What follows belongs to an exercise in optimizing a design on an open flow for small area, a short achievable clock period and few clock cycles; a production flow would make more cautious choices.
Where RTL was checked, it was by simulation tests only, not by an equivalence proof against the original.
Power and IR drop assume default switching activity.

Design esbf, start of the top module:
module esbf (
    input  wire       clk,
    input  wire       rst,         
    input  wire       in_valid,
    output wire       in_ready,
    input  wire [7:0] in_data,
    input  wire       in_last,
    output wire       out_valid,
    input  wire       out_ready,
    output wire [7:0] out_data,
    output wire       out_last
);
    localparam RL = 37;                  
    localparam [3:0] O_ILL   = 4'd0;
    localparam [3:0] O_INIT  = 4'd1;
    localparam [3:0] O_LOAD  = 4'd2;
    localparam [3:0] O_UPDB  = 4'd3;
    localparam [3:0] O_UPDN  = 4'd4;
    localparam [3:0] O_CREAD = 4'd5;
    localparam [3:0] O_BUILD = 4'd6;
    localparam [3:0] O_CHECK = 4'd7;
    localparam [3:0] O_FREAD = 4'd8;
    localparam [3:0] O_INFO  = 4'd9;
    localparam [1:0] K_CRC   = 2'd1;
    localparam [1:0] K_FRAME = 2'd2;
    localparam [1:0] K_INFO  = 2'd3;
    localparam [3:0] R_ST    = 4'd15;    
    function [15:0] step1;
        input [15:0] c;
        begin
            step1 = {c[14:0], 1'b0} ^ (c[15] ? 16'h1021 : 16'h0000);
        end
    endfunction
    function [15:0] step8;
        input [15:0] c;
        integer i;
        reg [15:0] t;
        begin
            t = c;
            for (i = 0; i < 8; i = i + 1)
                t = {t[14:0], 1'b0} ^ (t[15] ? 16'h1021 : 16'h0000);
            step8 = t;
        end
    endfunction
    function [5:0] inc37;
        input [5:0] x;
        begin
            inc37 = (x == RL - 1) ? 6'd0 : x + 6'd1;
        end
    endfunction
    reg [15:0] crc_r;
    reg        held;                     
    reg [1:0]  fstat;
    reg [2:0]  alen_a;
    reg [5:0]  plen_a;
    reg        c2_a;                     
    reg [7:0]  chan_a;
    reg [15:0] cw;                       
    reg        pre;                      
    reg [15:0] ca;                       
    reg        pren;                     
    reg        cpend;                    
    reg [8*RL-1:0] ring;
    reg        ir;                       
    reg        ie;                       
    reg [2:0]  ac;                       
    reg [3:0]  opc;
    reg [7:0]  rem_a, rem_p;             
    reg        aok, pok, cok;
    reg        fdone;                    
  ...
For scale: roughly 1,700 cells after synthesis, ~480 flip-flops, roughly 24 I/O pins, roughly 0.018 mm2 of cells after synthesis.
==> flow/config.mk <==
export PLATFORM = sky130hd
export DESIGN_NAME = esbf
export DESIGN_NICKNAME = esbf
export VERILOG_FILES = /design/flow/design.v
export SDC_FILE = /design/flow/constraint.sdc
export NUM_CORES = 4
export LEC_CHECK = 0
export CAP_MARGIN = 20
export CORE_MARGIN = 2
export CORE_UTILIZATION = 65
export CTS_BUF_LIST = sky130_fd_sc_hd__clkbuf_16
export CTS_CLUSTER_DIAMETER = 80
export CTS_CLUSTER_SIZE = 30
export GPL_ROUTABILITY_DRIVEN = 0
export PLACE_DENSITY = 0.75
export SLEW_MARGIN = 20
==> flow/constraint.sdc <==
create_clock -name core_clock -period 9.0 [get_ports {clk}]
set_input_delay 1.8000 -clock core_clock [delete_from_list [all_inputs] [get_ports {clk}]]
set_output_delay 1.8000 -clock core_clock [all_outputs]
set_load 0.01 [all_outputs]
standard.sh (not shown) runs the stock make flow with config.mk's settings and CLKGATE_MAP_FILE= SYNTH_SCRIPT=/design/flow/synth_recipe.tcl, a recipe that flattens the netlist after the stock synthesis.
==> flow/flow/run.sh <==
#!/bin/bash
set -euo pipefail
bash standard.sh SETUP_SLACK_MARGIN=6.0 "BUFFER_PORTS_ARGS=-buffer_cell sky130_fd_sc_hd__buf_4" finish > standard.log 2>&1
The baseline finished with timing, DRC and antenna clean.
Testbench counts at the start, summed over its fixed seeds: cycles 20,585.
Rerun with:
==> flow/flow/run.sh (replaced) <==
#!/bin/bash
set -euo pipefail
bash standard.sh SETUP_SLACK_MARGIN=6.1 "BUFFER_PORTS_ARGS=-buffer_cell sky130_fd_sc_hd__buf_4" finish > standard.log 2>&1
Settings changed: CORE_UTILIZATION 65 to 82, GPL_ROUTABILITY_DRIVEN 0 to not set, PLACE_DENSITY 0.75 to 0.8999999999999999.
Result: Now the flow did not get past global routing with GRT-0232. Synthesized area does not change. Synthesized cell count is unchanged.
Rerun with:
Settings changed: CELL_PAD_IN_SITES_DETAIL_PLACEMENT set to 0, CELL_PAD_IN_SITES_GLOBAL_PLACEMENT set to 0, CORE_UTILIZATION 82 to 65, PLACE_DENSITY 0.8999999999999999 to 0.75.
With this change the flow completed without violations.
Synthesized area is unchanged.
Synthesized cell count stays the same.
Rerun with:
Settings changed: CELL_PAD_IN_SITES_DETAIL_PLACEMENT 0 to not set, CELL_PAD_IN_SITES_GLOBAL_PLACEMENT 0 to not set, CORE_UTILIZATION 65 to 60, PLACE_DENSITY 0.75 to 0.7.
=> Routed wire length barely changes; synthesized cell count does not change; sequential share of layout area decreases by 0.44 points; total power rose by about 3%.
Rerun with:
Settings changed: CORE_UTILIZATION 60 to 65, PLACE_DENSITY 0.7 to 0.75, TNS_END_PERCENT set to 100.
After rerunning: Wire length stays flat; area after synthesis is unchanged; die area came out lower by 7.5%; sequential power hardly moves.

========
esbf again, from the RTL that the note above started with.
==> flow/config.mk <==
export PLATFORM = sky130hd
export DESIGN_NAME = esbf
export DESIGN_NICKNAME = esbf
export VERILOG_FILES = /design/flow/design.v
export SDC_FILE = /design/flow/constraint.sdc
export NUM_CORES = 4
export LEC_CHECK = 0
export CAP_MARGIN = 20
export CORE_MARGIN = 2
export CORE_UTILIZATION = 75
export CTS_BUF_LIST = sky130_fd_sc_hd__clkbuf_16
export CTS_CLUSTER_DIAMETER = 80
export CTS_CLUSTER_SIZE = 30
export PLACE_DENSITY = 0.83
export SLEW_MARGIN = 20
==> flow/constraint.sdc <==
create_clock -name core_clock -period 9.0 [get_ports {clk}]
set_input_delay 1.8000 -clock core_clock [delete_from_list [all_inputs] [get_ports {clk}]]
set_output_delay 1.8000 -clock core_clock [all_outputs]
set_load 0.01 [all_outputs]
==> flow/flow/run.sh <==
#!/bin/bash
set -euo pipefail
bash standard.sh SETUP_SLACK_MARGIN=6.1 "BUFFER_PORTS_ARGS=-buffer_cell sky130_fd_sc_hd__buf_4" finish > standard.log 2>&1
Testbench counts at the start, summed over its fixed seeds: cycles 20,585.
Next try:
==> flow/flow/run.sh (replaced) <==
#!/bin/bash
set -euo pipefail
bash standard.sh SETUP_SLACK_MARGIN=6.2 "BUFFER_PORTS_ARGS=-buffer_cell sky130_fd_sc_hd__buf_4" finish > standard.log 2>&1
CORE_UTILIZATION = 50   (was 75)
PLACE_DENSITY = 0.6   (was 0.83)
=> The new run finished clean; cell count climbs by about 8%; via count drops by 6.1%; setup slack is better by 0.016 ns; utilization drops by 26 points; synthesized area does not change; register-to-register slack is better by 0.17 ns; global-route usage drops by 13 points; final area climbs by about 3.3%.
Next try:
==> flow/flow/run.sh (replaced) <==
#!/bin/bash
set -euo pipefail
bash standard.sh SETUP_SLACK_MARGIN=6.3 "BUFFER_PORTS_ARGS=-buffer_cell sky130_fd_sc_hd__buf_4" finish > standard.log 2>&1
CTS_BUF_LIST = sky130_fd_sc_hd__clkbuf_8   (was sky130_fd_sc_hd__clkbuf_16)
CTS_CLUSTER_DIAMETER = 50   (was 80)
CTS_CLUSTER_SIZE = 18   (was 30)
The new run passed the timing, DRC and antenna checks.
Global-route usage climbs by 0.82 points.
Worst hold slack stays flat.
Clock-buffer cell count climbs by 24.
Next try:
==> flow/flow/run.sh (replaced) <==
#!/bin/bash
set -euo pipefail
bash standard.sh SETUP_SLACK_MARGIN=6.1 "BUFFER_PORTS_ARGS=-buffer_cell sky130_fd_sc_hd__buf_4" finish > standard.log 2>&1
CORE_UTILIZATION = 70   (was 50)
CTS_BUF_LIST = sky130_fd_sc_hd__clkbuf_16   (was sky130_fd_sc_hd__clkbuf_8)
CTS_CLUSTER_DIAMETER = 80   (was 50)
CTS_CLUSTER_SIZE = 30   (was 18)
PLACE_DENSITY = 0.78   (was 0.6)
- total power is lower by a little under a tenth
- worst setup slack is better by 0.061 ns
- core utilization goes up by 18 points

========
Starting RTL as in the previous note.
export LEC_CHECK = 0
export CAP_MARGIN = 20
export CORE_MARGIN = 2
export CORE_UTILIZATION = 65
export CTS_BUF_LIST = sky130_fd_sc_hd__clkbuf_16
export CTS_CLUSTER_DIAMETER = 80
export CTS_CLUSTER_SIZE = 30
export PLACE_DENSITY = 0.75
export SLEW_MARGIN = 20
create_clock -name core_clock -period 9.0 [get_ports {clk}]
==> flow/flow/run.sh <==
#!/bin/bash
set -euo pipefail
bash standard.sh SETUP_SLACK_MARGIN=5.85 "BUFFER_PORTS_ARGS=-buffer_cell sky130_fd_sc_hd__buf_4" finish > standard.log 2>&1
Testbench counts at the start, summed over its fixed seeds: cycles 20,585.
Then changed:
==> flow/flow/run.sh (replaced) <==
#!/bin/bash
set -euo pipefail
bash standard.sh SETUP_SLACK_MARGIN=5.9 "BUFFER_PORTS_ARGS=-buffer_cell sky130_fd_sc_hd__buf_4" finish > standard.log 2>&1
CORE_UTILIZATION = 50   (was 65)
CTS_BUF_LIST = sky130_fd_sc_hd__clkbuf_8   (was sky130_fd_sc_hd__clkbuf_16)
CTS_CLUSTER_DIAMETER = 50   (was 80)
CTS_CLUSTER_SIZE = 18   (was 30)
PLACE_DENSITY = 0.6   (was 0.75)
Effect: Critical path depth falls by 7; total power goes up by a few percent; maximum frequency climbs slightly; clock skew rises by 6.8 ps; utilization is lower by 15 points; global-route usage falls by 5.7 points; sequential share of layout area decreases by 1.3 points.
Then changed:
==> flow/flow/run.sh (replaced) <==
#!/bin/bash
set -euo pipefail
bash standard.sh SETUP_SLACK_MARGIN=6.1 "BUFFER_PORTS_ARGS=-buffer_cell sky130_fd_sc_hd__buf_4" finish > standard.log 2>&1
CORE_UTILIZATION = 65   (was 50)
CTS_BUF_LIST = sky130_fd_sc_hd__clkbuf_16   (was sky130_fd_sc_hd__clkbuf_8)
CTS_CLUSTER_DIAMETER = 60   (was 50)
CTS_CLUSTER_SIZE = 24   (was 18)
PLACE_DENSITY = 0.75   (was 0.6)
Power came out higher by 4.1%.
Register-to-register slack gets better by 150 ps.
Routed wire length came out lower by 0.62%.
Final area came out higher by 2.1%.
Synthesized cell count stays the same.
Non-clock buffer count came out higher by 16.
Then changed:
CORE_UTILIZATION = 50   (was 65)
CTS_BUF_LIST = sky130_fd_sc_hd__clkbuf_8   (was sky130_fd_sc_hd__clkbuf_16)
CTS_CLUSTER_DIAMETER = 50   (was 60)
CTS_CLUSTER_SIZE = 18   (was 24)
PLACE_DENSITY = 0.6   (was 0.75)
=>
- The changed run ran to the end with no violations
- total power fell slightly
- clock-buffer cell count went up by 15
- sequential power hardly moves
- global-route usage drops by 6.4 points
- wire length went up slightly
- design area goes up slightly
Then changed:
CORE_UTILIZATION = 65   (was 50)
CTS_BUF_LIST = sky130_fd_sc_hd__clkbuf_16   (was sky130_fd_sc_hd__clkbuf_8)
CTS_CLUSTER_DIAMETER = 80   (was 50)
CTS_CLUSTER_SIZE = 30   (was 18)
GPL_ROUTABILITY_DRIVEN = 0   (was not set)
PLACE_DENSITY = 0.75   (was 0.6)
Result:
- The new run ran to the end with no violations
- non-clock buffer count stays the same
- core utilization rises by 16 points
- clock power falls by about a fifth
- sequential cell count is unchanged
- via count rose by a few percent
- cell area drops slightly
- sequential share of layout area rises by 1.0 points
- total power went down by a few percent
- worst hold slack stays flat
- die area goes down by about a fifth
- setup slack gets better by 120 ps
Then changed:
==> flow/flow/run.sh (replaced) <==
#!/bin/bash
set -euo pipefail
bash standard.sh SETUP_SLACK_MARGIN=6.3 "BUFFER_PORTS_ARGS=-buffer_cell sky130_fd_sc_hd__buf_4" finish > standard.log 2>&1
CORE_UTILIZATION = 50   (was 65)
GPL_ROUTABILITY_DRIVEN = not set   (was 0)
PLACE_DENSITY = 0.6   (was 0.75)
After rerunning: Count of clock-buffer cells in the layout is higher by 5; non-clock buffer count is higher by 63; first-iteration DRC count is lower by about 40%.

========
Another version of the RTL of esbf (not shown whole).
Size in the first run: about 1600 cells after synthesis, about 450 flip-flops, ~24 I/O pins, roughly 17000 um2 of cells after synthesis.
Settings: LEC_CHECK=0, CAP_MARGIN=20, CORE_MARGIN=2, CORE_UTILIZATION=30, PLACE_DENSITY=0.45, SLEW_MARGIN=20; clock period 9.0 ns.
run.sh (not shown) runs the stock make flow with config.mk's settings and CLKGATE_MAP_FILE= SYNTH_SCRIPT=/design/flow/synth_recipe.tcl, a recipe that flattens the netlist after the stock synthesis.
Stock flow here: none of the scripts above is used.
Next try:
- ABC_CLOCK_PERIOD_IN_PS: default -> 3000
- CORE_UTILIZATION: 30 -> 50
- PLACE_DENSITY: 0.45 -> 0.6
- SETUP_SLACK_MARGIN: default -> 5
Result:
- clock-buffer cell count fell by 7
- first-iteration DRC count rose by 4.4%
- sequential share of layout area rose by 1.0 points
- wire length drops by 8.2%
- worst setup slack loses 89 ps
- via count came out higher by 1.5%
- area after synthesis is unchanged
- design area went down by 2.0%
- die area is lower by 39%
- utilization grows by 22 points
- global-route usage climbs by 8.2 points
Next try:
==> flow/flow/run.sh (new file) <==
#!/bin/bash
set -euo pipefail
bash standard.sh SETUP_SLACK_MARGIN=6.3 "BUFFER_PORTS_ARGS=-buffer_cell sky130_fd_sc_hd__buf_4" finish > standard.log 2>&1
==> flow/standard.sh (new file) <==
#!/bin/bash
# synth_recipe.tcl (not shown) runs the flow's synth.tcl, then flattens the netlist and writes it again
# the make line also repeats each setting of config.mk as NAME=value (left out here)
make -C /OpenROAD-flow-scripts/flow DESIGN_CONFIG=/design/flow/config.mk WORK_HOME=/design/flow/orfs CLKGATE_MAP_FILE= SYNTH_SCRIPT=/design/flow/synth_recipe.tcl "${@:-finish}"
- ABC_CLOCK_PERIOD_IN_PS: 3000 -> default
- SETUP_SLACK_MARGIN: 5 -> default
removed: flow/run.sh
Via count rises by about 1.8%.
Final area climbs by 4.4%.
Count of clock-buffer cells in the layout rose by 2.
Hold slack stays flat.
Total power climbs by 0.38%.
Maximum frequency went up by 33%.
Wire length rises by about 5.5%.
Register-to-register slack is better by 1000 ps.
Combinational power increases by about 10%.
First-iteration DRC count goes up by 0.50%.
Critical path depth went down by 8.
No run of this note included a check of the RTL's function; only the layout flow was run.

-- port drivers added, routing unchanged --
The flow's constraints put no driver on any port. The routed layouts listed below were extracted and timed again, unchanged, in two steps. Step 1 (the two cells are an assumption about what drives the block):
set clk [get_ports {clk}]
set_driving_cell -lib_cell sky130_fd_sc_hd__clkbuf_16 $clk
set_driving_cell -lib_cell sky130_fd_sc_hd__buf_2 [delete_from_list [all_inputs] $clk]
Step 2 moves the port delays by t, midway between the first and last clock arrival at a register: inputs arrive t later, outputs are due t later. That takes back most of the time a late clock gives input paths. Slacks: ideal ports / drivers / drivers and shift; pairs: ideal ports / drivers.
run | t (ns) | slack for setup (ns) | worst hold slack (ns) | latest minus earliest clock arrival (ns) | worst slew at a driven data input, ns
the first run of note 1 | 0.595 | 6.028 / 6.028 / 5.557 | 0.316 / 0.316 / 0.316 | 0.020 / 0.020 | 0.03
the third run of note 1 | 0.593 | 6.083 / 6.028 / 5.631 | 0.328 / 0.328 / 0.328 | 0.021 / 0.020 | 0.04
the fourth run of note 1 | 0.625 | 6.053 / 5.999 / 5.648 | 0.320 / 0.320 / 0.320 | 0.027 / 0.027 | 0.03
the fifth run of note 1 | 0.593 | 6.083 / 6.028 / 5.631 | 0.328 / 0.328 / 0.328 | 0.021 / 0.020 | 0.04
the first run of note 2 | 0.613 | 6.032 / 5.981 / 5.574 | 0.328 / 0.328 / 0.328 | 0.024 / 0.024 | 0.06
the second run of note 2 | 0.633 | 6.049 / 5.994 / 5.671 | 0.319 / 0.319 / 0.319 | 0.022 / 0.023 | 0.04
the third run of note 2 | 0.684 | 6.015 / 5.962 / 5.721 | 0.320 / 0.320 / 0.320 | 0.028 / 0.028 | 0.03
the fourth run of note 2 | 0.592 | 6.076 / 6.038 / 5.545 | 0.327 / 0.327 / 0.327 | 0.020 / 0.020 | 0.05
the first run of note 3 | 0.594 | 5.918 / 5.918 / 5.442 | 0.324 / 0.324 / 0.324 | 0.041 / 0.040 | 0.03
the second run of note 3 | 0.688 | 5.954 / 5.901 / 5.391 | 0.323 / 0.323 / 0.323 | 0.043 / 0.043 | 0.04
the third run of note 3 | 0.623 | 6.055 / 6.001 / 5.564 | 0.326 / 0.326 / 0.326 | 0.031 / 0.030 | 0.04
the fourth run of note 3 | 0.690 | 5.970 / 5.919 / 5.559 | 0.316 / 0.316 / 0.316 | 0.039 / 0.039 | 0.03
the fifth run of note 3 | 0.585 | 6.094 / 6.040 / 5.584 | 0.314 / 0.314 / 0.314 | 0.038 / 0.038 | 0.03
the sixth run of note 3 | 0.639 | 6.040 / 5.986 / 5.759 | 0.318 / 0.318 / 0.318 | 0.022 / 0.022 | 0.03
the first run of note 4 | 0.647 | 5.245 / 5.288 / 4.640 | 0.315 / 0.315 / 0.315 | 0.018 / 0.017 | 0.05
the second run of note 4 | 0.627 | 5.157 / 5.188 / 4.561 | 0.320 / 0.320 / 0.320 | 0.024 / 0.024 | 0.03
the third run of note 4 | 0.625 | 6.118 / 6.065 / 5.791 | 0.321 / 0.321 / 0.321 | 0.022 / 0.023 | 0.05
After both steps every run listed still meets setup and hold. The setup slack of the first run of note 4, which loses most, moves by +0.043 ns with the drivers and by -0.605 ns with both steps.
